From an optimization exercise on the open Yosys and OpenROAD flow, aimed at small area, a short achievable clock period and few clock cycles per item; shortcuts taken in it are not production practice. Where RTL was checked, it was by simulation tests only, not by an equivalence proof against the original. For run 4, only the layout was checked, not whether the RTL still works. The flow treats the clock pin as an ideal source, which a real chip does not have. Power and IR drop assume default switching activity.

==> flow/design.v <==
module mnet_crc_step (
    input  wire [15:0] crc_in,
    input  wire [7:0]  data,
    output reg  [15:0] crc_out
);
    integer i;
    always @(*) begin
        crc_out = crc_in ^ {data, 8'h00};
        for (i = 0; i < 8; i = i + 1) begin
            if (crc_out[15])
                crc_out = {crc_out[14:0], 1'b0} ^ 16'h1021;
            else
                crc_out = {crc_out[14:0], 1'b0};
        end
    end
endmodule
module mnet_tx (
    input  wire        clk,
    input  wire        rst,
    input  wire [47:0] key,
    input  wire [3:0]  klast,
    input  wire        hdr_valid,
    output wire        hdr_ready,
    input  wire [7:0]  hdr_dst,
    input  wire [7:0]  hdr_src,
    input  wire [15:0] hdr_type,
    input  wire [7:0]  hdr_len,
    input  wire        hdr_obf,
    input  wire        pl_valid,
    output wire        pl_ready,
    input  wire [7:0]  pl_data,
    output reg         line_valid,
    input  wire        line_ready,
    output reg  [7:0]  line_data
);
    reg        s_idle, s_soh, s_hdr, s_pl, s_crch, s_crcl, s_eot;
    reg [39:0] hsr;       
    reg [7:0]  cnt;       
    reg [2:0]  idx;       
    reg        obf;
    reg [15:0] crc;
    reg        esc;       
    reg        pv;        
    reg [5:0]  ki;        
    reg [7:0]  skid;
    reg        sv;
    reg        pl_rdy;
    wire [7:0] b = hsr[39:32];
    assign hdr_ready = s_idle;
    assign pl_ready  = pl_rdy;
    wire [7:0] key_byte = ({8{ki[0]}} & key[7:0])   | ({8{ki[1]}} & key[15:8]) |
                          ({8{ki[2]}} & key[23:16]) | ({8{ki[3]}} & key[31:24]) |
                          ({8{ki[4]}} & key[39:32]) | ({8{ki[5]}} & key[47:40]);
    wire ki_wrap = |(ki[5:2] & klast);
    wire pl_take  = pl_valid && pl_rdy;
    wire take     = line_valid && line_ready;
    wire s_body = s_hdr || s_pl;
    wire s_crc  = s_crch || s_crcl;
    wire rdy    = !sv;                    
    wire go     = rdy && !esc;            
    wire a_idle = s_idle && rdy && hdr_valid;     
    wire a_soh  = s_soh && go;
    wire a_hdr  = s_hdr && go;
    wire a_pl   = s_pl && go && pv;
    wire a_crch = s_crch && go;
    wire a_crcl = s_crcl && go;
    wire a_eot  = s_eot && go;
    wire gen_b  = rdy && (esc || s_hdr || (s_pl && pv));       
    wire gen    = gen_b || a_idle || a_soh || a_crch || a_crcl || a_eot;
    wire bgen   = a_hdr || a_pl;                  
    wire [7:0] g = esc ? 8'hFF :
                   s_body ? b :
                   s_crc ? crc[15:8] :
                   s_eot ? 8'h04 : 8'h01;
    wire is_ff = s_crc ? (crc[15:8] == 8'hFF) : (b == 8'hFF);
    wire [15:0] crc_next;
    mnet_crc_step u_crc (.crc_in(crc), .data(b), .crc_out(crc_next));
    wire cnt_zero = (cnt == 8'd0);
    wire cnt_one  = (cnt == 8'd1);
    wire cnt_two  = (cnt == 8'd2);
    wire hdr_done = a_hdr && idx[2];
    wire pl_done  = a_pl && cnt_one;
    wire n_idle = (s_idle && !hdr_valid) || a_eot;
    wire n_soh  = (s_idle && hdr_valid && !rdy) || (s_soh && !go);
    wire n_hdr  = a_idle || a_soh || (s_hdr && !hdr_done);
    wire n_pl   = (hdr_done && !cnt_zero) || (s_pl && !pl_done);
    wire n_crch = (hdr_done && cnt_zero) || pl_done || (s_crch && !go);
    wire n_crcl = a_crch || (s_crcl && !go);
    wire n_eot  = a_crcl || (s_eot && !go);
    wire esc_n  = esc ? sv : (a_hdr || a_pl || a_crch || a_crcl) && is_ff;
    wire pv_n   = pl_take || (pv && !a_pl);
    wire sv_n   = !take && (sv || (line_valid && gen));
    wire [2:0] idx_n = s_idle ? 3'd0 : a_hdr ? idx + 3'd1 : idx;
    wire cnt_n_nz  = !(cnt_zero || (cnt_one && a_pl));
    wire cnt_n_gt1 = !(cnt_zero || cnt_one || (cnt_two && a_pl));
    wire sv_n_rdy = !line_valid && sv;                  
    wire sv_n_stl = sv || (line_valid && gen_b);        
    wire hdr_len_n = s_hdr && (idx[2] ? !a_hdr : (idx[1:0] == 2'd3) && a_hdr) && !cnt_zero && !esc_n;
    wire pv_keep    = pv && !a_pl;
    wire pl_due2    = n_pl && cnt_n_gt1 && !esc_n;
    wire pl_rdy_rt  = hdr_len_n && !sv_n_rdy || pl_due2 && !sv_n_rdy;
    wire pl_rdy_rn  = hdr_len_n && !sv_n_rdy || n_pl && (pv_keep ? cnt_n_gt1 && !esc_n && !sv_n_rdy : cnt_n_nz);
    wire pl_rdy_st  = hdr_len_n && !sv_n_stl || pl_due2 && !sv_n_stl;
    wire pl_rdy_sn  = hdr_len_n && !sv_n_stl || n_pl && (pv_keep ? cnt_n_gt1 && !esc_n && !sv_n_stl : cnt_n_nz);
    always @(posedge clk) begin
        if (rst) begin
            s_idle     <= 1'b1;
            s_soh      <= 1'b0;
            s_hdr      <= 1'b0;
            s_pl       <= 1'b0;
            s_crch     <= 1'b0;
            s_crcl     <= 1'b0;
            s_eot      <= 1'b0;
            esc        <= 1'b0;
            pv         <= 1'b0;
            sv         <= 1'b0;
            line_valid <= 1'b0;
            pl_rdy     <= 1'b0;
        end else begin
            s_idle     <= n_idle;
            s_soh      <= n_soh;
            s_hdr      <= n_hdr;
            s_pl       <= n_pl;
            s_crch     <= n_crch;
            s_crcl     <= n_crcl;
            s_eot      <= n_eot;
            esc        <= esc_n;
            pv         <= pv_n;
            sv         <= sv_n;
            line_valid <= (line_valid && !line_ready) || sv || gen;
            pl_rdy     <= line_ready ? (pl_take ? pl_rdy_rt : pl_rdy_rn)
                                     : (pl_take ? pl_rdy_st : pl_rdy_sn);
        end
    end
    wire [7:0] chain = s_pl ? b : 8'h00;
    always @(posedge clk) begin
        if (s_idle) begin
            hsr <= {hdr_dst, hdr_src, hdr_type, hdr_len};
            cnt <= hdr_len;
            obf <= hdr_obf && (klast != 4'd0);
            crc <= 16'h0000;
            ki  <= 6'd1;
        end else begin
            if (pl_take)
                hsr[39:32] <= obf ? (pl_data ^ key_byte ^ chain) : pl_data;
            else if (bgen && s_hdr)
                hsr[39:32] <= hsr[31:24];
            if (bgen && s_hdr)
                hsr[31:0] <= {hsr[23:0], 8'h00};
            if (bgen && s_pl)
                cnt <= cnt - 8'd1;
            if (bgen)
                crc <= crc_next;
            else if (a_crch)
                crc <= {crc[7:0], 8'h00};
            if (pl_take)
                ki <= ki_wrap ? 6'd1 : {ki[4:0], 1'b0};
        end
        idx <= idx_n;
        if (!line_valid || take)
            line_data <= sv ? skid : g;
        if (!sv)
            skid <= g;
    end
endmodule
module mnet_rx (
    input  wire        clk,
    input  wire        rst,
    input  wire [47:0] key,
    input  wire [3:0]  klast,
    input  wire        line_valid,
    input  wire [7:0]  line_data,
    input  wire        obf_in,
    output reg         out_valid,
    output reg  [7:0]  out_data,
    output reg         out_end,
    output wire [7:0]  out_status
);
    reg        iv;
    reg [7:0]  id;
    reg        io;
    reg        id_ff, id_soh, id_eot, id_zero;
    reg        p_hunt, p_hdr, p_pay, p_crc0, p_crc1, p_term;
    reg        esc;
    reg [7:0]  cnt;
    reg [15:0] crc;
    reg        obf;
    reg [7:0]  prev;
    reg [5:0]  ki;        
    reg        st_bad;    
    reg        st_crc;
    assign out_status = {6'd0, st_bad, st_crc};
    wire [7:0] key_byte = ({8{ki[0]}} & key[7:0])   | ({8{ki[1]}} & key[15:8]) |
                          ({8{ki[2]}} & key[23:16]) | ({8{ki[3]}} & key[31:24]) |
                          ({8{ki[4]}} & key[39:32]) | ({8{ki[5]}} & key[47:40]);
    wire ki_wrap = |(ki[5:2] & klast);
    wire [15:0] crc_next;
    mnet_crc_step u_crc (.crc_in(crc), .data(id), .crc_out(crc_next));
    wire body   = p_hdr || p_pay || p_crc0 || p_crc1;
    wire acc    = iv && body && (esc ? id_ff : !id_ff);
    wire lone   = iv && body && esc && !id_ff;      
    wire crc_ok = (crc == 16'h0000);
    wire start  = iv && p_hunt && id_soh;
    wire hdr_end = acc && p_hdr && cnt[2];
    wire pay_end = acc && p_pay && (cnt == 8'd1);
    always @(posedge clk) begin
        if (rst) begin
            iv        <= 1'b0;
            p_hunt    <= 1'b1;
            p_hdr     <= 1'b0;
            p_pay     <= 1'b0;
            p_crc0    <= 1'b0;
            p_crc1    <= 1'b0;
            p_term    <= 1'b0;
            out_valid <= 1'b0;
            out_end   <= 1'b0;
        end else begin
            iv        <= line_valid;
            out_valid <= acc;
            out_end   <= (iv && p_term) || lone;
            p_hunt    <= (p_hunt && !start) || (iv && p_term) || lone;
            p_hdr     <= start || (p_hdr && !lone && !hdr_end);
            p_pay     <= (hdr_end && !id_zero) || (p_pay && !lone && !pay_end);
            p_crc0    <= (hdr_end && id_zero) || pay_end || (p_crc0 && !lone && !acc);
            p_crc1    <= (p_crc0 && acc) || (p_crc1 && !lone && !acc);
            p_term    <= (p_crc1 && acc) || (p_term && !iv);
        end
    end
    always @(posedge clk) begin
        id       <= line_data;
        io       <= obf_in;
        id_ff    <= (line_data == 8'hFF);
        id_soh   <= (line_data == 8'h01);
        id_eot   <= (line_data == 8'h04);
        id_zero  <= (line_data == 8'h00);
        out_data <= (p_pay && obf) ? (id ^ key_byte ^ prev) : id;
        st_bad   <= !(p_term && id_eot && crc_ok);
        st_crc   <= p_term && id_eot && !crc_ok;
        if (p_hunt) begin
            esc  <= 1'b0;
            cnt  <= 8'd0;
            crc  <= 16'h0000;
            obf  <= io && (klast != 4'd0);
            prev <= 8'h00;
            ki   <= 6'd1;
        end else if (iv) begin
            esc <= !esc && id_ff;
            if (acc) begin
                crc <= crc_next;
                if (p_hdr)
                    cnt <= cnt[2] ? id : cnt + 8'd1;
                if (p_pay) begin
                    cnt  <= cnt - 8'd1;
                    prev <= id;
                    ki   <= ki_wrap ? 6'd1 : {ki[4:0], 1'b0};
                end
            end
        end
    end
endmodule
module mnet_codec (
    input  wire        clk,
    input  wire        rst,
    input  wire        key_wr,
    input  wire [2:0]  key_len,
    input  wire [47:0] key_data,
    input  wire        tx_hdr_valid,
    output wire        tx_hdr_ready,
    input  wire [7:0]  tx_dst,
    input  wire [7:0]  tx_src,
    input  wire [15:0] tx_type,
    input  wire [7:0]  tx_len,
    input  wire        tx_obf,
    input  wire        tx_pl_valid,
    output wire        tx_pl_ready,
    input  wire [7:0]  tx_pl_data,
    output wire        line_tx_valid,
    input  wire        line_tx_ready,
    output wire [7:0]  line_tx_data,
    input  wire        line_rx_valid,
    input  wire [7:0]  line_rx_data,
    input  wire        rx_obf,
    output wire        rx_valid,
    output wire [7:0]  rx_data,
    output wire        rx_end,
    output wire [7:0]  rx_status
);
    reg [47:0] key;
    reg [3:0]  klast;
    wire key_ok = key_wr && (key_len[2] ? (key_len[1:0] != 2'd3) : (key_len[1:0] == 2'd3));
    wire key_hi = key_wr && key_len[2] && (key_len[1:0] != 2'd3);
    always @(posedge clk) begin
        if (rst)
            klast <= 4'd0;
        else if (key_ok)
            klast <= {key_len == 3'd6, key_len == 3'd5, key_len == 3'd4, key_len == 3'd3};
    end
    always @(posedge clk) begin
        if (key_ok)
            key[23:0] <= key_data[23:0];
        if (key_hi)
            key[47:24] <= key_data[47:24];
    end
    mnet_tx u_tx (
        .clk       (clk),
        .rst       (rst),
        .key       (key),
        .klast     (klast),
        .hdr_valid (tx_hdr_valid),
        .hdr_ready (tx_hdr_ready),
        .hdr_dst   (tx_dst),
        .hdr_src   (tx_src),
        .hdr_type  (tx_type),
        .hdr_len   (tx_len),
        .hdr_obf   (tx_obf),
        .pl_valid  (tx_pl_valid),
        .pl_ready  (tx_pl_ready),
        .pl_data   (tx_pl_data),
        .line_valid(line_tx_valid),
        .line_ready(line_tx_ready),
        .line_data (line_tx_data)
    );
    mnet_rx u_rx (
        .clk       (clk),
        .rst       (rst),
        .key       (key),
        .klast     (klast),
        .line_valid(line_rx_valid),
        .line_data (line_rx_data),
        .obf_in    (rx_obf),
        .out_valid (rx_valid),
        .out_data  (rx_data),
        .out_end   (rx_end),
        .out_status(rx_status)
    );
endmodule
==> flow/flow/run.sh <==
#!/bin/bash
# The standard layout with two changes:
#  - plain buf_1 cells as the port buffers (the standard flow picks a delay
#    buffer); ORFS's repair resizes them as needed;
#  - after CTS, the top of the clock tree is rebuilt (collapse_cts.tcl): no
#    middle level, and the leaf buffers shared among 3 root buffers on the
#    clock port. Each tool's output goes to a log of its own here.
set -euo pipefail
export BUFFER_PORTS_ARGS="-buffer_cell sky130_fd_sc_hd__buf_1"
export RESULTS=$PWD/orfs/results/$FLOW_PLATFORM/mnet_codec/base
export NROOTS=3
bash standard.sh cts > standard_cts.log 2>&1
openroad -no_init -exit flow/collapse_cts.tcl > collapse_cts.log 2>&1
touch $RESULTS/4_cts.sdc
bash standard.sh finish > standard_finish.log 2>&1
==> flow/flow/collapse_cts.tcl <==
# Rebuild the top of the clock tree after CTS:
#  1. the root buffer drives every leaf buffer directly, in place of the middle
#     level TritonCTS builds;
#  2. the leaf buffers are then split by position into NROOTS groups, each
#     driven by its own root buffer (same cell) placed in the middle of the
#     group, on the clock port, so the port feeds NROOTS cell pins and every
#     flip-flop is two buffers from the port.
# All leaf buffers stay at the same depth, so the tree stays balanced.
set results $::env(RESULTS)
set nr $::env(NROOTS)
read_db $results/4_cts.odb
set block [ord::get_db_block]
set clknet [$block findNet clk]
set roots {}
foreach it [$clknet getITerms] { lappend roots [$it getInst] }
if {[llength $roots] != 1} { error "clock port drives [llength $roots] cells" }
set root [lindex $roots 0]
set rootnet [[$root findITerm X] getNet]

# 1. collapse the middle level
set mids {}
foreach it [$rootnet getITerms] {
  if {[$it isOutputSignal]} continue
  set inst [$it getInst]
  if {[string match "sky130_fd_sc_hd__clkbuf_*" [[$inst getMaster] getName]]} { lappend mids $inst }
}
set n 0
foreach m $mids {
  set onet [[$m findITerm X] getNet]
  set loads {}
  foreach it [$onet getITerms] { if {![$it isOutputSignal]} { lappend loads $it } }
  set ok 1
  foreach it $loads {
    if {![string match "sky130_fd_sc_hd__clkbuf_*" [[[$it getInst] getMaster] getName]]} { set ok 0 }
  }
  if {!$ok} continue
  foreach it $loads { $it disconnect; $it connect $rootnet }
  [$m findITerm A] disconnect
  [$m findITerm X] disconnect
  odb::dbInst_destroy $m
  odb::dbNet_destroy $onet
  incr n
}
puts "root [$root getName]: removed $n middle clock buffers"

# 2. split the leaves among nr roots (k-means on the leaf positions)
set leaves {}
foreach it [$rootnet getITerms] {
  if {[$it isOutputSignal]} continue
  set xy [$it getAvgXY]
  lappend leaves [list $it [lindex $xy 1] [lindex $xy 2]]
}
set cnt [llength $leaves]
if {$nr > 1 && $cnt >= 2 * $nr} {
  set sorted [lsort -real -index 1 $leaves]
  set cs {}
  for {set k 0} {$k < $nr} {incr k} {
    set p [lindex $sorted [expr {int(($k + 0.5) * $cnt / $nr)}]]
    lappend cs [list [lindex $p 1] [lindex $p 2]]
  }
  for {set iter 0} {$iter < 20} {incr iter} {
    set asg {}
    foreach l $leaves {
      set best 0
      set bd 1e18
      for {set k 0} {$k < $nr} {incr k} {
        set c [lindex $cs $k]
        set d [expr {abs([lindex $l 1] - [lindex $c 0]) + abs([lindex $l 2] - [lindex $c 1])}]
        if {$d < $bd} { set bd $d; set best $k }
      }
      lappend asg $best
    }
    set ncs {}
    for {set k 0} {$k < $nr} {incr k} {
      set sx 0; set sy 0; set c 0
      foreach l $leaves a $asg {
        if {$a == $k} { set sx [expr {$sx + [lindex $l 1]}]; set sy [expr {$sy + [lindex $l 2]}]; incr c }
      }
      if {$c} { lappend ncs [list [expr {$sx / $c}] [expr {$sy / $c}]] } else { lappend ncs [lindex $cs $k] }
    }
    set cs $ncs
  }
  set master [$root getMaster]
  # each root buffer sits at the middle of its group of leaf buffers
  set rw [$master getWidth]
  set rh [$master getHeight]
  set c0 [lindex $cs 0]
  $root setLocation [expr {int([lindex $c0 0] - $rw / 2)}] [expr {int([lindex $c0 1] - $rh / 2)}]
  for {set k 1} {$k < $nr} {incr k} {
    set inst [odb::dbInst_create $block $master "clkbuf_root_$k"]
    set c [lindex $cs $k]
    $inst setLocation [expr {int([lindex $c 0] - $rw / 2)}] [expr {int([lindex $c 1] - $rh / 2)}]
    $inst setPlacementStatus PLACED
    set net [odb::dbNet_create $block "clknet_root_$k"]
    $net setSigType CLOCK
    [$inst findITerm A] connect $clknet
    [$inst findITerm X] connect $net
    foreach l $leaves a $asg {
      if {$a == $k} { set it [lindex $l 0]; $it disconnect; $it connect $net }
    }
  }
  detailed_placement
  puts "split [llength $leaves] leaf buffers among $nr root buffers"
}
write_db $results/4_cts.odb
==> flow/standard.sh <==
#!/bin/bash
# synth_recipe.tcl (not shown) runs the flow's synth.tcl, then flattens the netlist and writes it again
# the make line also repeats each setting of config.mk as NAME=value (left out here)
make -C /OpenROAD-flow-scripts/flow DESIGN_CONFIG=/design/flow/config.mk WORK_HOME=/design/flow/orfs CLKGATE_MAP_FILE= SYNTH_SCRIPT=/design/flow/synth_recipe.tcl "${@:-finish}"
==> flow/config.mk <==
export PLATFORM = sky130hd
export DESIGN_NAME = mnet_codec
export DESIGN_NICKNAME = mnet_codec
export VERILOG_FILES = /design/flow/design.v
export SDC_FILE = /design/flow/constraint.sdc
export NUM_CORES = 4
export LEC_CHECK = 0
export CAP_MARGIN = 5
export CORE_MARGIN = 2
export CORE_UTILIZATION = 60
export CTS_CLUSTER_DIAMETER = 80
export CTS_CLUSTER_SIZE = 20
export SETUP_SLACK_MARGIN = 2.6
export SLEW_MARGIN = 5
==> flow/constraint.sdc <==
create_clock -name core_clock -period 4.5 [get_ports {clk}]
set_input_delay 0.9000 -clock core_clock [delete_from_list [all_inputs] [get_ports {clk}]]
set_output_delay 0.9000 -clock core_clock [all_outputs]
set_load 0.01 [all_outputs]
==> run_summary.xml, run 1 <==
<?xml version="1.0" encoding="UTF-8"?>
<metrics>
  <group name="global_route">
    <metric name="gr-total-overflow" unit="">0</metric>
    <metric name="grt_pass1_vias" unit="">6952</metric>
    <metric name="grt_first_pass_wirelength" unit="mm">36.1</metric>
    <metric name="grt_max_degree" unit="">60</metric>
    <metric name="global_router_s_overall_resource_usage" unit="%">25.4</metric>
    <metric name="grt_antenna_before_repair" unit="">0</metric>
  </group>
  <group name="place">
    <metric name="placed_cells" unit="">1255</metric>
    <metric name="io_buffer_count" unit="">138</metric>
    <metric name="dpl.hpwl" unit="mm">15.4</metric>
    <metric name="routabilityCongestion" unit="">0.866</metric>
  </group>
  <group name="timing">
    <metric name="period_share" unit="%">42.5</metric>
    <metric name="slew_margin_rel" unit="%">43.8</metric>
    <metric name="clock.fmax" unit="GHz">0.523</metric>
    <metric name="tightest_slew" unit="ns">0.844</metric>
    <metric name="post-route-min-period" unit="ns">1.91</metric>
    <metric name="pins_over_slew_limit" unit="">0</metric>
    <metric name="finalSetupViolCount" unit="">0</metric>
    <metric name="timing_hold_violations_final" unit="">0</metric>
    <metric name="clock-skew-final" unit="ns">0.0356</metric>
    <metric name="hold-worst-slack" unit="ns">0.454</metric>
    <metric name="totalNegativeSetupSlack" unit="ns">0</metric>
    <metric name="grt_setup_unrepaired" unit="">yes</metric>
  </group>
  <group name="power_and_ir_drop">
    <metric name="power.leakage" unit="nW">3.89</metric>
    <metric name="worst_ir_drop_vdd" unit="mV">0.342</metric>
    <metric name="cellPowerDensity" unit="mW/mm2">364</metric>
  </group>
  <group name="worst_setup_path">
    <metric name="timing.setup.critical_path_class" unit="">primary input to flip-flop</metric>
    <metric name="endpoint_kind" unit="">flip-flop</metric>
    <metric name="critical_path_peak_fanout" unit="">7</metric>
    <metric name="worst_path_arrival" unit="ns">1.98</metric>
    <metric name="rr_endpoint" unit="">u_tx.hsr[36]</metric>
    <metric name="crit-reg2reg-launch" unit="">u_tx.ki[3]</metric>
    <metric name="rr_worst_depth" unit="">5</metric>
    <metric name="wp_data_required" unit="ns">4.57</metric>
    <metric name="r2r_setup_slack" unit="ns">2.71</metric>
    <metric name="worst_setup_path_start_kind" unit="">primary input</metric>
  </group>
  <group name="floorplan">
    <metric name="io_pins" unit="">145</metric>
    <metric name="fp.dieW" unit="um">134</metric>
    <metric name="num_rows" unit="">47</metric>
    <metric name="initial_utilization" unit="%">61.2</metric>
    <metric name="floorplan.die_area" unit="mm2">0.0179</metric>
    <metric name="design.core.area" unit="mm2">0.0165</metric>
    <metric name="die_height" unit="um">134</metric>
  </group>
  <group name="route">
    <metric name="drtPass1Iterations" unit="">5</metric>
    <metric name="routed_via_density" unit="">5.73</metric>
    <metric name="drt-total-wl" unit="mm">22.7</metric>
    <metric name="post_drt_wl_per_cell" unit="um">17.5</metric>
    <metric name="detailedRoute.firstIterationViolations" unit="">531</metric>
    <metric name="residual_antenna_violating_net_count_after_detailed_routing" unit="">0</metric>
    <metric name="dr_total_vias" unit="">7443</metric>
    <metric name="post-route-drc-count" unit="">0</metric>
  </group>
  <group name="yosys">
    <metric name="ys_ff_latch" unit="">226</metric>
    <metric name="yosysTopAreaCellShare" unit="%">31.5</metric>
    <metric name="number_of_flops_mapped_to_enable_cells_by_yosys" unit="">106</metric>
    <metric name="synth_top_cells_by_area" unit="">sky130_fd_sc_hd__edfxtp_1 (31%), sky130_fd_sc_hd__dfxtp_1 (24%), sky130_fd_sc_hd__a22oi_1 (4.9%), sky130_fd_sc_hd__xnor2_1 (4.4%), sky130_fd_sc_hd__mux2_2 (3.3%)</metric>
    <metric name="number_of_instances_in_the_synthesized_netlist" unit="">955</metric>
    <metric name="post_synth_num_cell_types" unit="">63</metric>
    <metric name="avgSynthCellArea" unit="um2">10.6</metric>
    <metric name="async_flop_share" unit="%">0</metric>
    <metric name="synth_seq_area_share" unit="%">55.2</metric>
    <metric name="synth-warning-count" unit="">4</metric>
    <metric name="post_synth_instance_area" unit="mm2">0.0101</metric>
    <metric name="synth_ff_type" unit="">sky130_fd_sc_hd__dfxtp_1</metric>
    <metric name="yosys.area.top_type" unit="">sky130_fd_sc_hd__edfxtp_1</metric>
  </group>
  <group name="layout">
    <metric name="fin_nets" unit="">1197</metric>
    <metric name="insertedDiodeCount" unit="">0</metric>
    <metric name="syn_to_final_growth" unit="%">13.1</metric>
    <metric name="post_route_cells_drive_above_1_share" unit="%">10.2</metric>
    <metric name="final_cell_count_no_fill" unit="">1299</metric>
  </group>
  <group name="status">
    <metric name="run_status" unit="">complete, no violations</metric>
  </group>
  <group name="worst_hold_path">
    <metric name="hp-start" unit="">u_rx.id_eot</metric>
    <metric name="hold-path-cell-count" unit="">2</metric>
    <metric name="worstHoldPathType" unit="">flip-flop to flip-flop</metric>
    <metric name="holdPathEnd" unit="">u_rx.st_crc</metric>
  </group>
  <group name="clocking">
    <metric name="cts.htree.levels" unit="">1</metric>
    <metric name="cts_made_buffers" unit="">15</metric>
    <metric name="cts_tree" unit="">yes</metric>
    <metric name="hold_buffers" unit="">0</metric>
    <metric name="ctsRootBufferMaster" unit="">sky130_fd_sc_hd__clkbuf_16</metric>
    <metric name="tritoncts_sink_count" unit="">226</metric>
    <metric name="worst_setup_hold_path_clk_slew" unit="ns">0.08</metric>
    <metric name="cts_buffer_depth" unit="">3</metric>
    <metric name="worst_skew_pair.late_latency" unit="ns">0.32</metric>
  </group>
  <group name="run">
    <metric name="drv_cap" unit="">0</metric>
  </group>
</metrics>
-- worst max-delay path by stage --
stage / start / endpoint / slack [ns] / cells after the start
final: key_len[1] / key[2] / 2.59 / 6
after global routing: key_len[1] / key[14] / 2.57 / 6
after CTS: key_len[0] / key[43] / 2.49 / 3
after detailed placement: key_len[0] / klast[3] / 1.95 / 7
after global placement: key_len[0] / klast[3] / 2.00 / 7
after floorplan: key_len[0] / klast[3] / 2.30 / 6
-- metrics by stage --
step | instance area (um2) | util (%) | power [W] | setup WS (ns)
after global routing | 11400 | 69.2 | 0.00433 | 2.57
after global placement | 10700 | 64.6 | 0.00290 | 2.00
after CTS | 11200 | 67.6 | 0.00420 | 2.49
after detailed placement | 10700 | 64.6 | 0.00290 | 1.95
after floorplan | 10200 | - | 0.00276 | 2.30
final | 11400 | 69.2 | 0.00417 | 2.59
-- power breakdown --
group	internal (W)	switching, W	total, W
clock network	0.000648	0.000631	0.00128
registers	0.00232	0.0000967	0.00241
logic	0.000222	0.000255	0.000477
total	0.00319	0.000982	0.00417
-- per-layer routing --
metal  global-route usage [%]  up-vias  wire length (um)
li1                         -     3665                 -
met1                     38.0     3483             10800
met2                     37.6      263             10000
met3                     4.84       32              1470
met4                     7.57        0               423
met5                        0        -                 0
-- kinds of logic after synthesis --
kind of cell / after synthesis / share of synthesized area, %
mux: 35 / 3.84
buf+inv: 96 / 4.27
fa+ha+maj: 10 / 1.24
simple gates: 305 / 14.4
flops: 226 / 55.2
compound gates: 207 / 14.3
other cells: 1 / 0.0371
xor+xnor: 75 / 6.63
-- worst max-delay path: stages --
cell and delay [ns]:
sky130_fd_sc_hd__buf_8 0.10, sky130_fd_sc_hd__and2_4 0.16, sky130_fd_sc_hd__ha_4 0.25, sky130_fd_sc_hd__nand2b_4 0.18
sky130_fd_sc_hd__clkinvlp_4 0.19, sky130_fd_sc_hd__clkbuf_16 0.20
-- what timing repair did --
item	4_1_cts	5_1_grt
setup buffers	3	12
cloned	1	2
resized for setup	16	30
pin swaps	0	6
setup endpoints to repair	180	89
-- final cells by class --
cell class,instances,area [um2]
buffer,2,50.0
clock buffer,21,365
clock inverter,2,16.3
fill,1313,5090
inverter,29,113
multi-input combinational,638,4200
sequential,226,5600
tap,220,275
timing repair buffer,160,805
timing repair inverter,1,7.51
-- cell usage in the layout (no fill, tap or decap), drive strengths merged, types with 7 or more instances in the layout --
master | netlist | routed
o21bai | 9 | 9
dfxtp | 120 | 120
nand4 | 9 | 9
xor2 | 23 | 23
xnor2 | 51 | 51
a2111o | 8 | 8
clkbuf | 42 | 26
a22oi | 66 | 66
nand2 | 87 | 87
nor3b | 14 | 14
nor2 | 78 | 78
mux2 | 30 | 30
ha | 10 | 10
nor4 | 8 | 8
and2 | 15 | 15
nor2b | 7 | 7
edfxtp | 106 | 106
nand3 | 46 | 46
inv | 29 | 29
o21ai | 12 | 12
buf | 25 | 157
a211oi | 14 | 14
nor3 | 18 | 18
a21oi | 57 | 57
-- flip-flops by register name, summed over array words and instances, names as in the netlist, 3 cells and up, named ones only --
name            count
u_tx.skid           8
u_rx.out_data       8
u_tx.line_data      8
u_rx.id             8
key                48
u_rx.cnt            8
u_rx.ki             6
u_tx.idx            3
u_tx.crc           16
u_tx.cnt            8
klast               4
u_tx.ki             6
u_tx.hsr           40
u_rx.crc           16
u_rx.prev           8
-- synth_stat cells, types with 10 or more instances --
cell / n
sky130_fd_sc_hd__a211oi_1: 14
sky130_fd_sc_hd__a21oi_1: 57
sky130_fd_sc_hd__a22oi_1: 66
sky130_fd_sc_hd__and2_1: 15
sky130_fd_sc_hd__buf_4: 10
sky130_fd_sc_hd__clkbuf_1: 42
sky130_fd_sc_hd__dfxtp_1: 120
sky130_fd_sc_hd__edfxtp_1: 106
sky130_fd_sc_hd__ha_1: 10
sky130_fd_sc_hd__inv_1: 29
sky130_fd_sc_hd__mux2_2: 30
sky130_fd_sc_hd__nand2_1: 86
sky130_fd_sc_hd__nand3_1: 46
sky130_fd_sc_hd__nor2_1: 78
sky130_fd_sc_hd__nor3_1: 18
sky130_fd_sc_hd__nor3b_1: 14
sky130_fd_sc_hd__o21ai_0: 10
sky130_fd_sc_hd__xnor2_1: 51
sky130_fd_sc_hd__xor2_1: 23
Testbench counts, summed over its fixed seeds: cycles 27,589, items 384.
==> run 2, diff against run 1 <==
--- a/flow/config.mk
+++ b/flow/config.mk
@@ -10,5 +10,5 @@
 export CORE_UTILIZATION = 60
 export CTS_CLUSTER_DIAMETER = 80
 export CTS_CLUSTER_SIZE = 20
-export SETUP_SLACK_MARGIN = 2.6
+export SETUP_SLACK_MARGIN = 2.7
 export SLEW_MARGIN = 5
==> run 2 against run 1 <==
Against the previous run:
- largest power group unchanged
- global-route usage rose by 0.68 points
- fmax rose by 4.0%
- still clean
- largest cell class unchanged
- first-iteration DRC count rose by 30%
- via count rose by 2.6%
==> run_summary.xml, run 2 <==
<?xml version="1.0" encoding="UTF-8"?>
<metrics>
  <group name="layout">
    <metric name="post-route-util" unit="%">69.9</metric>
    <metric name="syn_to_final_growth" unit="%">14.3</metric>
    <metric name="mostFrequentLayoutCells" unit="">sky130_fd_sc_hd__buf_1 (119), sky130_fd_sc_hd__edfxtp_1 (106), sky130_fd_sc_hd__dfxtp_1 (103)</metric>
    <metric name="top_register" unit="">key</metric>
    <metric name="most_common_library_cell_in_the_layout_ignoring_fill_and_taps" unit="">sky130_fd_sc_hd__buf_1</metric>
    <metric name="n_fill_cell" unit="">1305</metric>
    <metric name="multiInputGateArea" unit="mm2">0.00430</metric>
    <metric name="register_area" unit="mm2">0.00561</metric>
    <metric name="largest_reg_flops" unit="">48</metric>
    <metric name="fin_nets" unit="">1204</metric>
    <metric name="largestRegisters" unit="">key (48), u_tx.hsr (40)</metric>
    <metric name="post_route_cells_drive_above_1_share" unit="%">13.6</metric>
  </group>
  <group name="worst_setup_path">
    <metric name="endpoint_kind" unit="">flip-flop</metric>
    <metric name="worst_path_arrival" unit="ns">1.92</metric>
    <metric name="rr_worst_depth" unit="">3</metric>
    <metric name="critPathMaxStageDelay" unit="ns">0.25</metric>
    <metric name="startpoint" unit="">key_len[1]</metric>
    <metric name="critical_path_peak_fanout" unit="">12</metric>
    <metric name="r2r_setup_slack" unit="ns">2.81</metric>
    <metric name="worstPathCellList" unit="">clkbuf_2 -&gt; and2_4 -&gt; ha_4 -&gt; nand2b_4 -&gt; clkinvlp_4 -&gt; buf_12</metric>
    <metric name="crit-reg2reg-launch" unit="">u_tx.esc</metric>
    <metric name="wp_data_required" unit="ns">4.59</metric>
    <metric name="timing.critical_path.buf_inv" unit="">3</metric>
    <metric name="timing.setup.critical_path_class" unit="">primary input to flip-flop</metric>
    <metric name="rr_endpoint" unit="">u_tx.hsr[32]</metric>
    <metric name="cell_at_the_slowest_stage_of_the_critical_path" unit="">sky130_fd_sc_hd__ha_4</metric>
    <metric name="worst_setup_path_start_kind" unit="">primary input</metric>
    <metric name="family_with_the_most_delay_on_the_worst_path" unit="">buffers and inverters</metric>
  </group>
  <group name="timing">
    <metric name="slew_margin_rel" unit="%">43.9</metric>
    <metric name="timing_hold_violations_final" unit="">0</metric>
    <metric name="tightest_slew" unit="ns">0.841</metric>
    <metric name="grt_setup_unrepaired" unit="">yes</metric>
    <metric name="clock.fmax" unit="GHz">0.544</metric>
    <metric name="totalNegativeSetupSlack" unit="ns">0</metric>
    <metric name="period_share" unit="%">40.8</metric>
    <metric name="pins_over_slew_limit" unit="">0</metric>
    <metric name="finalSetupViolCount" unit="">0</metric>
    <metric name="clock-skew-final" unit="ns">0.0476</metric>
    <metric name="post-route-min-period" unit="ns">1.84</metric>
  </group>
  <group name="place">
    <metric name="dpl.hpwl" unit="mm">15.6</metric>
    <metric name="io_buffer_count" unit="">138</metric>
    <metric name="routabilityCongestion" unit="">0.840</metric>
  </group>
  <group name="floorplan">
    <metric name="die_height" unit="um">134</metric>
    <metric name="fp.dieW" unit="um">134</metric>
    <metric name="floorplan.die_area" unit="mm2">0.0179</metric>
    <metric name="io_pins" unit="">145</metric>
    <metric name="initial_utilization" unit="%">61.2</metric>
    <metric name="num_rows" unit="">47</metric>
    <metric name="design.core.area" unit="mm2">0.0165</metric>
  </group>
  <group name="route">
    <metric name="drt-total-wl" unit="mm">23.8</metric>
    <metric name="drtPass1Iterations" unit="">9</metric>
    <metric name="routed_via_density" unit="">5.85</metric>
    <metric name="dr_total_vias" unit="">7636</metric>
    <metric name="post_drt_wl_per_cell" unit="um">18.2</metric>
    <metric name="post-route-drc-count" unit="">0</metric>
    <metric name="detailedRoute.firstIterationViolations" unit="">689</metric>
    <metric name="residual_antenna_violating_net_count_after_detailed_routing" unit="">0</metric>
  </group>
  <group name="global_route">
    <metric name="grt_max_degree" unit="">45</metric>
    <metric name="gr-total-overflow" unit="">0</metric>
    <metric name="grt_antenna_before_repair" unit="">1</metric>
    <metric name="global_router_s_overall_resource_usage" unit="%">26.0</metric>
    <metric name="grt_first_pass_wirelength" unit="mm">36.7</metric>
    <metric name="grt_pass1_vias" unit="">7021</metric>
  </group>
  <group name="worst_hold_path">
    <metric name="worstHoldPathType" unit="">flip-flop to flip-flop</metric>
    <metric name="hold-path-cell-count" unit="">2</metric>
    <metric name="holdPathEnd" unit="">u_tx.skid[5]</metric>
    <metric name="hp-start" unit="">u_tx.skid[5]</metric>
  </group>
  <group name="yosys">
    <metric name="number_of_instances_in_the_synthesized_netlist" unit="">955</metric>
    <metric name="synth_top_cells_by_area" unit="">sky130_fd_sc_hd__edfxtp_1 (31%), sky130_fd_sc_hd__dfxtp_1 (24%), sky130_fd_sc_hd__a22oi_1 (4.9%), sky130_fd_sc_hd__xnor2_1 (4.4%), sky130_fd_sc_hd__mux2_2 (3.3%)</metric>
    <metric name="avgSynthCellArea" unit="um2">10.6</metric>
    <metric name="synth_ff_type" unit="">sky130_fd_sc_hd__dfxtp_1</metric>
    <metric name="async_flop_share" unit="%">0</metric>
    <metric name="yosys.area.top_type" unit="">sky130_fd_sc_hd__edfxtp_1</metric>
    <metric name="post_synth_instance_area" unit="mm2">0.0101</metric>
    <metric name="number_of_flops_mapped_to_enable_cells_by_yosys" unit="">106</metric>
    <metric name="post_synth_num_cell_types" unit="">63</metric>
    <metric name="yosysTopAreaCellShare" unit="%">31.5</metric>
    <metric name="ys_top_cells_by_count" unit="">sky130_fd_sc_hd__dfxtp_1 (120), sky130_fd_sc_hd__edfxtp_1 (106), sky130_fd_sc_hd__nand2_1 (86), sky130_fd_sc_hd__nor2_1 (78), sky130_fd_sc_hd__a22oi_1 (66)</metric>
    <metric name="ys_ff_latch" unit="">226</metric>
    <metric name="synthMostInstantiatedCell" unit="">sky130_fd_sc_hd__dfxtp_1</metric>
    <metric name="synth_seq_area_share" unit="%">55.2</metric>
    <metric name="synth-warning-count" unit="">4</metric>
  </group>
  <group name="power_and_ir_drop">
    <metric name="cellPowerDensity" unit="mW/mm2">363</metric>
    <metric name="power.leakage" unit="nW">3.96</metric>
    <metric name="total_power" unit="W">0.00419</metric>
    <metric name="worst_ir_drop_vdd" unit="mV">0.376</metric>
  </group>
  <group name="clocking">
    <metric name="cts_made_buffers" unit="">15</metric>
    <metric name="ctsRootBufferMaster" unit="">sky130_fd_sc_hd__clkbuf_16</metric>
    <metric name="hold_buffers" unit="">0</metric>
    <metric name="cts.htree.levels" unit="">1</metric>
    <metric name="tritoncts_sink_count" unit="">226</metric>
    <metric name="cts_tree" unit="">yes</metric>
    <metric name="worst_skew_pair.late_latency" unit="ns">0.33</metric>
    <metric name="worst_setup_hold_path_clk_slew" unit="ns">0.08</metric>
    <metric name="cts_buffer_depth" unit="">3</metric>
  </group>
  <group name="run">
    <metric name="drv_cap" unit="">0</metric>
  </group>
  <group name="status">
    <metric name="run_status" unit="">complete, no violations</metric>
  </group>
</metrics>
[run 2: cell counts after synthesis]
No cell type changed its count.
[run 2: cell families (layout without fill, tap and decap cells)]
kind of cell	count (synthesis)	in the layout	synth area share, %
fa+ha+maj	10	10	1.24
buf+inv	96	217	4.27
other cells	1	7	0.0371
simple gates	305	309	14.4
compound gates	207	207	14.3
mux	35	35	3.84
flops	226	226	55.2
xor+xnor	75	75	6.63
[run 2: worst min-delay path: stages, from the launching register on]
cell and delay (ns):
sky130_fd_sc_hd__dfxtp_1 0.30, sky130_fd_sc_hd__inv_1 0.04, sky130_fd_sc_hd__a21oi_1 0.07
[run 2: cell type report]
class	count	share of cell area (%)
diodes	1	0.0217
plain buffers	2	0.433
clock buffers	21	3.08
clock inverters	1	0.141
inverters	29	0.975
multi-input cells	642	37.2
flip-flops and latches	226	48.6
well taps	220	2.38
repair buffers	163	7.10
repair inverters	1	0.0650
[run 2: metrics by stage]
| stage | cell area, um2 | cells | hold WS, ns | setup slack (ns) |
|---|---|---|---|---|
| after floorplan | 10200 | 960 | 0.415 | 2.30 |
| after global placement | 10700 | 1253 | 0.448 | 1.99 |
| after detailed placement | 10700 | 1253 | 0.446 | 1.94 |
| after CTS | 11300 | 1287 | 0.458 | 2.59 |
| after global routing | 11600 | 1305 | 0.489 | 2.64 |
| final | 11600 | 1306 | 0.459 | 2.66 |
[run 2: what timing repair did]
item,in CTS,in global routing
cloned,2,3
setup endpoints to repair,205,119
setup buffers,8,15
resized for setup,42,42
pin swaps,2,5
[run 2: power by group]
group	internal, W	switching [W]
clock network	0.000632	0.000637
registers	0.00232	0.0000995
logic	0.000240	0.000265
[run 2: how the worst max path moves through the flow]
| stage | cells after the start | end | slack (ns) |
|---|---|---|---|
| after global routing | 6 | key[17] | 2.64 |
| after detailed placement | 7 | klast[2] | 1.94 |
| after floorplan | 6 | klast[3] | 2.30 |
| final | 6 | key[13] | 2.66 |
| after CTS | 1 | line_tx_data[5] | 2.59 |
| after global placement | 7 | klast[3] | 1.99 |
[run 2: metal layers]
metal | GRT usage (%) | share of wire, % | vias up
li1 | - | - | 3680
met1 | 39.5 | 47 | 3619
met2 | 38.0 | 44 | 303
met3 | 5.93 | 7.5 | 34
met4 | 6.62 | 1.6 | 0
met5 | 0 | 0 | -
==> run 3, diff against run 2 <==
==> flow/flow/run.sh (replaced) <==
#!/bin/bash
# The standard layout with two changes:
#  - plain buf_1 cells as the port buffers (the standard flow picks a delay
#    buffer); ORFS's repair resizes them as needed;
#  - after CTS, the top of the clock tree is rebuilt (collapse_cts.tcl): no
#    middle level, and the leaf buffers shared among 2 root buffers on the
#    clock port. Each tool's output goes to a log of its own here.
set -euo pipefail
export BUFFER_PORTS_ARGS="-buffer_cell sky130_fd_sc_hd__buf_1"
export RESULTS=$PWD/orfs/results/$FLOW_PLATFORM/mnet_codec/base
export NROOTS=2
bash standard.sh cts > standard_cts.log 2>&1
openroad -no_init -exit flow/collapse_cts.tcl > collapse_cts.log 2>&1
touch $RESULTS/4_cts.sdc
bash standard.sh finish > standard_finish.log 2>&1
--- a/flow/config.mk
+++ b/flow/config.mk
@@ -10,5 +10,5 @@
 export CORE_UTILIZATION = 60
 export CTS_CLUSTER_DIAMETER = 80
 export CTS_CLUSTER_SIZE = 20
-export SETUP_SLACK_MARGIN = 2.7
+export SETUP_SLACK_MARGIN = 2.65
 export SLEW_MARGIN = 5
==> run 3 against run 2 <==
Against the previous run:
- sequential cell count unchanged
- routed wire length shrank 2.6%
- cell area decreased by 1.8%
- synthesized area did not move
- sequential share of layout area increased by 0.84 points
- non-clock buffer count is 10 lower
- utilization decreased by 1.2 points
- count of clock-buffer cells in the layout did not move
- fmax grew 0.53%
==> run_summary.xml, run 3 <==
<?xml version="1.0" encoding="UTF-8"?>
<metrics>
  <group name="status">
    <metric name="run_status" unit="">complete, no violations</metric>
  </group>
  <group name="timing">
    <metric name="totalNegativeSetupSlack" unit="ns">0</metric>
    <metric name="timing_hold_violations_final" unit="">0</metric>
    <metric name="post-route-min-period" unit="ns">1.83</metric>
    <metric name="layout_setup_ws" unit="ns">2.67</metric>
    <metric name="grt_setup_unrepaired" unit="">yes</metric>
    <metric name="tightest_slew" unit="ns">0.844</metric>
    <metric name="period_share" unit="%">40.6</metric>
    <metric name="finalSetupViolCount" unit="">0</metric>
    <metric name="clock.fmax" unit="GHz">0.547</metric>
    <metric name="clock-skew-final" unit="ns">0.0324</metric>
    <metric name="pins_over_slew_limit" unit="">0</metric>
    <metric name="slew_margin_rel" unit="%">43.7</metric>
  </group>
  <group name="layout">
    <metric name="top_register" unit="">key</metric>
    <metric name="fin_nets" unit="">1192</metric>
    <metric name="largest_reg_flops" unit="">48</metric>
    <metric name="largestRegisters" unit="">key (48), u_tx.hsr (40)</metric>
    <metric name="n_fill_cell" unit="">1352</metric>
    <metric name="post-route-util" unit="%">68.7</metric>
    <metric name="insertedDiodeCount" unit="">0</metric>
    <metric name="most_common_library_cell_in_the_layout_ignoring_fill_and_taps" unit="">sky130_fd_sc_hd__buf_1</metric>
    <metric name="mostFrequentLayoutCells" unit="">sky130_fd_sc_hd__buf_1 (125), sky130_fd_sc_hd__dfxtp_1 (109), sky130_fd_sc_hd__edfxtp_1 (106)</metric>
    <metric name="syn_to_final_growth" unit="%">12.3</metric>
    <metric name="post_route_cells_drive_above_1_share" unit="%">10.9</metric>
  </group>
  <group name="yosys">
    <metric name="synthMostInstantiatedCell" unit="">sky130_fd_sc_hd__dfxtp_1</metric>
    <metric name="synth_ff_type" unit="">sky130_fd_sc_hd__dfxtp_1</metric>
    <metric name="number_of_flops_mapped_to_enable_cells_by_yosys" unit="">106</metric>
    <metric name="async_flop_share" unit="%">0</metric>
    <metric name="yosys.area.top_type" unit="">sky130_fd_sc_hd__edfxtp_1</metric>
    <metric name="number_of_instances_in_the_synthesized_netlist" unit="">955</metric>
    <metric name="avgSynthCellArea" unit="um2">10.6</metric>
    <metric name="synth-warning-count" unit="">4</metric>
    <metric name="post_synth_num_cell_types" unit="">63</metric>
    <metric name="ys_ff_latch" unit="">226</metric>
    <metric name="synth_top_cells_by_area" unit="">sky130_fd_sc_hd__edfxtp_1 (31%), sky130_fd_sc_hd__dfxtp_1 (24%), sky130_fd_sc_hd__a22oi_1 (4.9%), sky130_fd_sc_hd__xnor2_1 (4.4%), sky130_fd_sc_hd__mux2_2 (3.3%)</metric>
    <metric name="ys_top_cells_by_count" unit="">sky130_fd_sc_hd__dfxtp_1 (120), sky130_fd_sc_hd__edfxtp_1 (106), sky130_fd_sc_hd__nand2_1 (86), sky130_fd_sc_hd__nor2_1 (78), sky130_fd_sc_hd__a22oi_1 (66)</metric>
    <metric name="yosysTopAreaCellShare" unit="%">31.5</metric>
    <metric name="synth_seq_area_share" unit="%">55.2</metric>
    <metric name="post_synth_instance_area" unit="mm2">0.0101</metric>
  </group>
  <group name="clocking">
    <metric name="cts_made_buffers" unit="">15</metric>
    <metric name="tritoncts_sink_count" unit="">226</metric>
    <metric name="cts.htree.levels" unit="">1</metric>
    <metric name="hold_buffers" unit="">0</metric>
    <metric name="cts_buffer_depth" unit="">3</metric>
    <metric name="worst_setup_hold_path_clk_slew" unit="ns">0.08</metric>
    <metric name="cts_tree" unit="">yes</metric>
    <metric name="ctsRootBufferMaster" unit="">sky130_fd_sc_hd__clkbuf_16</metric>
    <metric name="worst_skew_pair.late_latency" unit="ns">0.35</metric>
  </group>
  <group name="power_and_ir_drop">
    <metric name="worst_ir_drop_vdd" unit="mV">0.343</metric>
    <metric name="power.leakage" unit="nW">3.86</metric>
    <metric name="cellPowerDensity" unit="mW/mm2">364</metric>
  </group>
  <group name="route">
    <metric name="drt-total-wl" unit="mm">23.2</metric>
    <metric name="dr_total_vias" unit="">7467</metric>
    <metric name="post_drt_wl_per_cell" unit="um">17.9</metric>
    <metric name="routed_via_density" unit="">5.77</metric>
    <metric name="post-route-drc-count" unit="">0</metric>
    <metric name="detailedRoute.firstIterationViolations" unit="">696</metric>
    <metric name="residual_antenna_violating_net_count_after_detailed_routing" unit="">0</metric>
    <metric name="drtPass1Iterations" unit="">5</metric>
  </group>
  <group name="floorplan">
    <metric name="fp.dieW" unit="um">134</metric>
    <metric name="num_rows" unit="">47</metric>
    <metric name="floorplan.die_area" unit="mm2">0.0179</metric>
    <metric name="die_height" unit="um">134</metric>
    <metric name="io_pins" unit="">145</metric>
    <metric name="initial_utilization" unit="%">61.2</metric>
    <metric name="design.core.area" unit="mm2">0.0165</metric>
  </group>
  <group name="worst_hold_path">
    <metric name="hold-path-cell-count" unit="">2</metric>
    <metric name="hp-start" unit="">u_tx.skid[0]</metric>
    <metric name="worstHoldPathType" unit="">flip-flop to flip-flop</metric>
    <metric name="holdPathEnd" unit="">u_tx.skid[0]</metric>
  </group>
  <group name="worst_setup_path">
    <metric name="endpoint_kind" unit="">flip-flop</metric>
    <metric name="timing.setup.critical_path_class" unit="">primary input to flip-flop</metric>
    <metric name="rr_worst_depth" unit="">4</metric>
    <metric name="r2r_setup_slack" unit="ns">2.74</metric>
    <metric name="wp_data_required" unit="ns">4.60</metric>
    <metric name="worst_setup_path_start_kind" unit="">primary input</metric>
    <metric name="worst_path_arrival" unit="ns">1.93</metric>
    <metric name="rr_endpoint" unit="">u_tx.line_data[4]</metric>
    <metric name="crit-reg2reg-launch" unit="">u_tx.s_crch</metric>
    <metric name="critical_path_peak_fanout" unit="">12</metric>
  </group>
  <group name="place">
    <metric name="routabilityCongestion" unit="">0.856</metric>
    <metric name="detailedPlace.worstSlack" unit="ns">1.92</metric>
    <metric name="dpl.hpwl" unit="mm">15.7</metric>
    <metric name="io_buffer_count" unit="">138</metric>
  </group>
  <group name="global_route">
    <metric name="global_router_s_overall_resource_usage" unit="%">25.8</metric>
    <metric name="gr-total-overflow" unit="">0</metric>
    <metric name="grt_pass1_vias" unit="">7043</metric>
    <metric name="grt_antenna_before_repair" unit="">0</metric>
    <metric name="grt_max_degree" unit="">43</metric>
    <metric name="grt_first_pass_wirelength" unit="mm">36.1</metric>
  </group>
  <group name="run">
    <metric name="drv_cap" unit="">0</metric>
  </group>
</metrics>
[run 3: cell counts after synthesis]
Identical to the previous run, type by type.
[run 3: how the worst max path moves through the flow]
stage | cells past startpoint | start | end
2_1_floorplan | 6 | key_len[0] | klast[3]
3_3_place_gp | 6 | tx_pl_valid | u_tx.ki[3]
3_5_place_dp | 6 | tx_pl_valid | u_tx.ki[2]
4_1_cts | 1 | u_tx.line_data[0] | line_tx_data[0]
5_1_grt | 6 | key_len[0] | key[5]
6_report | 6 | key_len[0] | key[5]
[run 3: final cells by class]
class                           count  area, um2  area share, %
Timing Repair inverter              1       7.51         0.0662
Sequential cell                   226       5610           49.4
Timing Repair Buffer              154        706           6.22
Buffer                              1       25.0          0.221
Inverter                           29        113          0.992
Clock inverter                      1       16.3          0.143
Tap cell                          220        275           2.43
Clock buffer                       21        355           3.13
Multi-Input combinational cell    640       4240           37.4
[run 3: logic make-up after synthesis]
family | after synthesis | synth area share, %
AND/OR/NAND/NOR | 305 | 14.4
flip-flops | 226 | 55.2
AO/OA/AOI/OAI | 207 | 14.3
buffers and inverters | 96 | 4.27
XOR/XNOR | 75 | 6.63
multiplexers | 35 | 3.84
adder cells (fa/ha/maj) | 10 | 1.24
other | 1 | 0.0371
[run 3: worst max-delay path: stages]
cell and delay, ns:
sky130_fd_sc_hd__clkbuf_2 0.10, sky130_fd_sc_hd__and2_4 0.18, sky130_fd_sc_hd__ha_4 0.25, sky130_fd_sc_hd__nand2b_4 0.18, sky130_fd_sc_hd__clkinvlp_4 0.15, sky130_fd_sc_hd__buf_12 0.17
[run 3: per-layer routing]
layer	global-route usage, %	wire (um)
met4	7.51	476
met3	5.97	1840
met5	0	0
met2	38.5	10100
met1	37.8	10700
[run 3: repair_timing]
action | 4_1_cts | 5_1_grt
endpoints found under the setup margin | 205 | 82
cloned | 2 | 1
gates resized for setup | 33 | 21
pin swaps | 2 | 2
setup buffers | 6 | 8
[run 3: report_power, final]
| group | total (W) | switching, W | internal [W] |
|---|---|---|---|
| registers | 0.00241 | 0.0000992 | 0.00232 |
| clock network | 0.00124 | 0.000643 | 0.000592 |
| logic | 0.000479 | 0.000256 | 0.000223 |
[run 3: per-stage QoR]
step	std cells	total power [W]	hold WS (ns)	area [um2]
after floorplan	960	0.00276	0.415	10200
after global placement	1253	0.00290	0.447	10700
after detailed placement	1253	0.00290	0.450	10700
after CTS	1285	0.00420	0.462	11200
after global routing	1293	0.00428	0.483	11300
final	1293	0.00413	0.463	11300
==> run 4, diff against run 3 <==
--- a/flow/design.v
+++ b/flow/design.v
@@ -287,8 +287,9 @@
 );
     reg [47:0] key;
     reg [3:0]  klast;
-    wire key_ok = key_wr && (key_len[2] ? (key_len[1:0] != 2'd3) : (key_len[1:0] == 2'd3));
-    wire key_hi = key_wr && key_len[2] && (key_len[1:0] != 2'd3);
+    wire key_lo3 = key_len[1] && key_len[0];
+    wire key_hi  = key_wr && key_len[2] && !key_lo3;     
+    wire key_ok  = key_hi || (key_wr && !key_len[2] && key_lo3);
     always @(posedge clk) begin
         if (rst)
             klast <= 4'd0;
==> flow/flow/run.sh (replaced) <==
#!/bin/bash
# The standard layout with two changes:
#  - plain buf_1 cells as the port buffers (the standard flow picks a delay
#    buffer); ORFS's repair resizes them as needed;
#  - after CTS, the top of the clock tree is rebuilt (collapse_cts.tcl): no
#    middle level, and the leaf buffers shared among 3 root buffers on the
#    clock port. Each tool's output goes to a log of its own here.
set -euo pipefail
export BUFFER_PORTS_ARGS="-buffer_cell sky130_fd_sc_hd__buf_1"
export RESULTS=$PWD/orfs/results/$FLOW_PLATFORM/mnet_codec/base
export NROOTS=3
bash standard.sh cts > standard_cts.log 2>&1
openroad -no_init -exit flow/collapse_cts.tcl > collapse_cts.log 2>&1
touch $RESULTS/4_cts.sdc
bash standard.sh finish > standard_finish.log 2>&1
--- a/flow/config.mk
+++ b/flow/config.mk
@@ -5,10 +5,10 @@
 export SDC_FILE = /design/flow/constraint.sdc
 export NUM_CORES = 4
 export LEC_CHECK = 0
-export CAP_MARGIN = 5
+export CAP_MARGIN = 20
 export CORE_MARGIN = 2
 export CORE_UTILIZATION = 60
 export CTS_CLUSTER_DIAMETER = 80
 export CTS_CLUSTER_SIZE = 20
 export SETUP_SLACK_MARGIN = 2.65
-export SLEW_MARGIN = 5
+export SLEW_MARGIN = 20
==> run 4 against run 3 <==
Against the previous run:
- still clean on timing, DRC and antenna
- non-clock buffer count is 8 higher
- sequential share of layout area is 0.74 points lower
- clock power hardly changed
- clock skew is 0.011 ns higher
- power is 1.2% higher
- largest power group unchanged
==> run_summary.xml, run 4 <==
<?xml version="1.0" encoding="UTF-8"?>
<metrics>
  <group name="global_route">
    <metric name="grt_antenna_before_repair" unit="">0</metric>
    <metric name="global_router_s_overall_resource_usage" unit="%">25.7</metric>
    <metric name="grt_first_pass_wirelength" unit="mm">36.5</metric>
    <metric name="grt_pass1_vias" unit="">7088</metric>
    <metric name="gr-total-overflow" unit="">0</metric>
    <metric name="grt_max_degree" unit="">83</metric>
  </group>
  <group name="place">
    <metric name="postPlaceCellArea" unit="mm2">0.0107</metric>
    <metric name="detailedPlace.worstSlack" unit="ns">1.77</metric>
    <metric name="routabilityCongestion" unit="">0.828</metric>
    <metric name="dpl.hpwl" unit="mm">15.7</metric>
    <metric name="io_buffer_count" unit="">138</metric>
  </group>
  <group name="route">
    <metric name="routed_via_density" unit="">5.78</metric>
    <metric name="drt-total-wl" unit="mm">23.3</metric>
    <metric name="detailedRoute.firstIterationViolations" unit="">610</metric>
    <metric name="drtPass1Iterations" unit="">5</metric>
    <metric name="met2_wirelength" unit="mm">10.4</metric>
    <metric name="post-route-drc-count" unit="">0</metric>
    <metric name="dr_total_vias" unit="">7623</metric>
    <metric name="uppermost_routed_layer" unit="">met4</metric>
    <metric name="met3RoutedLength" unit="mm">1.37</metric>
    <metric name="post_drt_wl_per_cell" unit="um">17.6</metric>
    <metric name="met1_length" unit="mm">11.0</metric>
    <metric name="residual_antenna_violating_net_count_after_detailed_routing" unit="">0</metric>
  </group>
  <group name="yosys">
    <metric name="yosysTopAreaCellShare" unit="%">31.6</metric>
    <metric name="yosys.area.top_type" unit="">sky130_fd_sc_hd__edfxtp_1</metric>
    <metric name="synthMostInstantiatedCell" unit="">sky130_fd_sc_hd__dfxtp_1</metric>
    <metric name="synth_ff_type" unit="">sky130_fd_sc_hd__dfxtp_1</metric>
    <metric name="post_synth_instance_area" unit="mm2">0.0101</metric>
    <metric name="ys_ff_latch" unit="">226</metric>
    <metric name="number_of_instances_in_the_synthesized_netlist" unit="">970</metric>
    <metric name="synth_seq_area_share" unit="%">55.4</metric>
    <metric name="synth_top_cells_by_area" unit="">sky130_fd_sc_hd__edfxtp_1 (32%), sky130_fd_sc_hd__dfxtp_1 (24%), sky130_fd_sc_hd__a22oi_1 (4.8%), sky130_fd_sc_hd__xnor2_1 (4.3%), sky130_fd_sc_hd__nand2_1 (3.6%)</metric>
    <metric name="async_flop_share" unit="%">0</metric>
    <metric name="post_synth_num_cell_types" unit="">58</metric>
    <metric name="ys_top_cells_by_count" unit="">sky130_fd_sc_hd__dfxtp_1 (120), sky130_fd_sc_hd__edfxtp_1 (106), sky130_fd_sc_hd__nand2_1 (98), sky130_fd_sc_hd__nor2_1 (77), sky130_fd_sc_hd__a22oi_1 (64)</metric>
    <metric name="avgSynthCellArea" unit="um2">10.4</metric>
    <metric name="number_of_flops_mapped_to_enable_cells_by_yosys" unit="">106</metric>
    <metric name="synth-warning-count" unit="">4</metric>
  </group>
  <group name="clocking">
    <metric name="hold_buffers" unit="">0</metric>
    <metric name="cts_tree" unit="">yes</metric>
    <metric name="cts_made_buffers" unit="">15</metric>
    <metric name="ctsRootBufferMaster" unit="">sky130_fd_sc_hd__clkbuf_16</metric>
    <metric name="cts_buffer_depth" unit="">3</metric>
    <metric name="worst_setup_hold_path_clk_slew" unit="ns">0.08</metric>
    <metric name="cts.htree.levels" unit="">1</metric>
    <metric name="tritoncts_sink_count" unit="">226</metric>
    <metric name="worst_skew_pair.late_latency" unit="ns">0.33</metric>
  </group>
  <group name="layout">
    <metric name="register_area" unit="mm2">0.00560</metric>
    <metric name="post-route-util" unit="%">69.6</metric>
    <metric name="post_route_cells_drive_above_1_share" unit="%">11.6</metric>
    <metric name="top_register" unit="">key</metric>
    <metric name="largest_reg_flops" unit="">48</metric>
    <metric name="multiInputGateArea" unit="mm2">0.00432</metric>
    <metric name="n_fill_cell" unit="">1278</metric>
    <metric name="syn_to_final_growth" unit="%">14.0</metric>
    <metric name="mostFrequentLayoutCells" unit="">sky130_fd_sc_hd__buf_1 (126), sky130_fd_sc_hd__dfxtp_1 (111), sky130_fd_sc_hd__edfxtp_1 (106)</metric>
    <metric name="insertedDiodeCount" unit="">0</metric>
    <metric name="largestRegisters" unit="">key (48), u_tx.hsr (40)</metric>
    <metric name="finalInstanceArea" unit="mm2">0.0115</metric>
    <metric name="most_common_library_cell_in_the_layout_ignoring_fill_and_taps" unit="">sky130_fd_sc_hd__buf_1</metric>
    <metric name="fin_nets" unit="">1218</metric>
  </group>
  <group name="worst_hold_path">
    <metric name="hold-path-cell-count" unit="">2</metric>
    <metric name="worstHoldPathType" unit="">flip-flop to flip-flop</metric>
    <metric name="holdPathEnd" unit="">u_rx.st_crc</metric>
    <metric name="hp-start" unit="">u_rx.id_eot</metric>
  </group>
  <group name="floorplan">
    <metric name="floorplan.die_area" unit="mm2">0.0179</metric>
    <metric name="num_rows" unit="">47</metric>
    <metric name="io_pins" unit="">145</metric>
    <metric name="die_height" unit="um">134</metric>
    <metric name="fp.dieW" unit="um">134</metric>
    <metric name="initial_utilization" unit="%">61.0</metric>
    <metric name="design.core.area" unit="mm2">0.0165</metric>
  </group>
  <group name="worst_setup_path">
    <metric name="cell_at_the_slowest_stage_of_the_critical_path" unit="">sky130_fd_sc_hd__or4_4</metric>
    <metric name="critical_path_peak_fanout" unit="">4</metric>
    <metric name="rr_endpoint" unit="">u_tx.pl_rdy</metric>
    <metric name="worstPathCellList" unit="">or4_4 -&gt; or3_4 -&gt; o21a_1 -&gt; o311ai_2 -&gt; o22ai_1</metric>
    <metric name="r2r_setup_slack" unit="ns">2.49</metric>
    <metric name="rr_worst_depth" unit="">5</metric>
    <metric name="timing.setup.critical_path_class" unit="">flip-flop to flip-flop</metric>
    <metric name="worst_setup_path_start_kind" unit="">flip-flop</metric>
    <metric name="endpoint_kind" unit="">flip-flop</metric>
    <metric name="wp_data_required" unit="ns">4.71</metric>
    <metric name="crit-reg2reg-launch" unit="">u_tx.cnt[4]</metric>
    <metric name="worst_path_arrival" unit="ns">2.22</metric>
    <metric name="family_with_the_most_delay_on_the_worst_path" unit="">simple AND/OR/NAND/NOR gates</metric>
    <metric name="timing.critical_path.buf_inv" unit="">0</metric>
    <metric name="critPathMaxStageDelay" unit="ns">0.56</metric>
  </group>
  <group name="power_and_ir_drop">
    <metric name="cell_internal_pwr" unit="W">0.00318</metric>
    <metric name="power.switching" unit="W">0.00100</metric>
    <metric name="clock_power_share" unit="%">30.5</metric>
    <metric name="power_frac_seq" unit="%">58.0</metric>
    <metric name="power.leakage" unit="nW">3.92</metric>
    <metric name="power.share.combinational" unit="%">11.6</metric>
    <metric name="worst_ir_drop_vdd" unit="mV">0.356</metric>
    <metric name="cellPowerDensity" unit="mW/mm2">364</metric>
    <metric name="switching_share" unit="%">23.9</metric>
  </group>
  <group name="timing">
    <metric name="clock.fmax" unit="GHz">0.498</metric>
    <metric name="post-route-min-period" unit="ns">2.01</metric>
    <metric name="timing_hold_violations_final" unit="">0</metric>
    <metric name="tightest_slew" unit="ns">0.634</metric>
    <metric name="pins_over_slew_limit" unit="">0</metric>
    <metric name="layout_setup_ws" unit="ns">2.49</metric>
    <metric name="totalNegativeSetupSlack" unit="ns">0</metric>
    <metric name="finalSetupViolCount" unit="">0</metric>
    <metric name="period_share" unit="%">44.6</metric>
    <metric name="slew_margin_rel" unit="%">57.8</metric>
    <metric name="clock-skew-final" unit="ns">0.0436</metric>
    <metric name="grt_setup_unrepaired" unit="">yes</metric>
  </group>
  <group name="status">
    <metric name="run_status" unit="">complete, no violations</metric>
  </group>
  <group name="run">
    <metric name="drv_cap" unit="">0</metric>
  </group>
</metrics>
==> run 4: through the flow <==
stage / hold slack (ns) / cells / power, W
floorplan: 0.415 / 975 / 0.00276
global placement: 0.424 / 1274 / 0.00290
detailed placement: 0.431 / 1274 / 0.00290
CTS: 0.442 / 1311 / 0.00421
global route: 0.483 / 1319 / 0.00434
finish: 0.441 / 1319 / 0.00418
==> run 4: layout make-up <==
class,instances,share of cell area [%]
well taps,220,2.39
clock inverters,1,0.141
flip-flops and latches,226,48.7
plain buffers,2,0.435
repair buffers,161,6.55
inverters,33,1.08
clock buffers,20,3.14
multi-input cells,656,37.6
==> run 4: worst max path at each step <==
| stage | from | end | cells past startpoint |
|---|---|---|---|
| floorplan | u_tx.cnt[4] | u_tx.pl_rdy | 5 |
| global placement | u_tx.sv | u_tx.hsr[37] | 4 |
| detailed placement | u_tx.sv | u_tx.hsr[32] | 4 |
| CTS | u_tx.cnt[4] | u_tx.pl_rdy | 5 |
| global route | u_tx.cnt[4] | u_tx.pl_rdy | 5 |
| finish | u_tx.cnt[4] | u_tx.pl_rdy | 5 |
==> run 4: repair_timing <==
item,4_1_cts,5_1_grt
setup buffers,13,4
cloned,1,4
pin swaps,3,3
resized for setup,27,26
setup endpoints to repair,118,131
==> run 4: power by group through the flow <==
stage / clock [W] / combinational [W] / sequential, W
finish: 0.00127 / 0.000484 / 0.00242
floorplan: 0 / 0.000325 / 0.00243
global placement: 0 / 0.000432 / 0.00247
CTS: 0.00133 / 0.000465 / 0.00242
global route: 0.00137 / 0.000536 / 0.00244
detailed placement: 0 / 0.000434 / 0.00247
==> run 4: cell families after synthesis <==
| kind of cell | count (synthesis) | share of synthesized area, % |
|---|---|---|
| AO/OA/AOI/OAI | 210 | 14.5 |
| XOR/XNOR | 75 | 6.51 |
| adder cells (fa/ha/maj) | 9 | 1.12 |
| buffers and inverters | 98 | 3.97 |
| flip-flops | 226 | 55.4 |
| multiplexers | 31 | 3.40 |
| other | 1 | 0.0372 |
| AND/OR/NAND/NOR | 320 | 15.1 |
==> run 4: per-layer routing <==
metal  vias up  track usage (%)
li1       3737                -
met1      3589             38.3
met2       265             39.2
met3        32             4.41
met4         0             6.32
met5         -                0
==> run 4: worst min-delay path, stage by stage, from the launching register on <==
cell and delay (ns):
sky130_fd_sc_hd__dfxtp_1 0.31, sky130_fd_sc_hd__nand2_1 0.06, sky130_fd_sc_hd__nor2b_1 0.04

-- separate check: timing with driven ports --
Ports are ideal in the flow. The routed layouts listed here were re-timed in OpenROAD. Step 1 (the two cells are an assumption about what drives the block):
set clk [get_ports {clk}]
set_driving_cell -lib_cell sky130_fd_sc_hd__clkbuf_16 $clk
set_driving_cell -lib_cell sky130_fd_sc_hd__buf_2 [delete_from_list [all_inputs] $clk]
Step 2 moves the port delays by t, midway between the first and last clock arrival at a register: inputs arrive t later, outputs are due t later. That takes back most of the time a late clock gives input paths. a / b / c = ideal / step 1 / step 2; a / b = the first two.
run	t, ns	slack for setup (ns)	cell pins on the clock port's net
run 1	0.381	2.590 / 2.627 / 2.246	3
run 2	0.385	2.663 / 2.708 / 2.323	3
run 3	0.395	2.672 / 2.695 / 2.314	2
run 4	0.384	2.491 / 2.491 / 2.246	3
After both steps setup and hold are still met in every run listed. The setup slack of run 3, which loses most, moves by +0.023 ns with the drivers and by -0.358 ns with both steps.
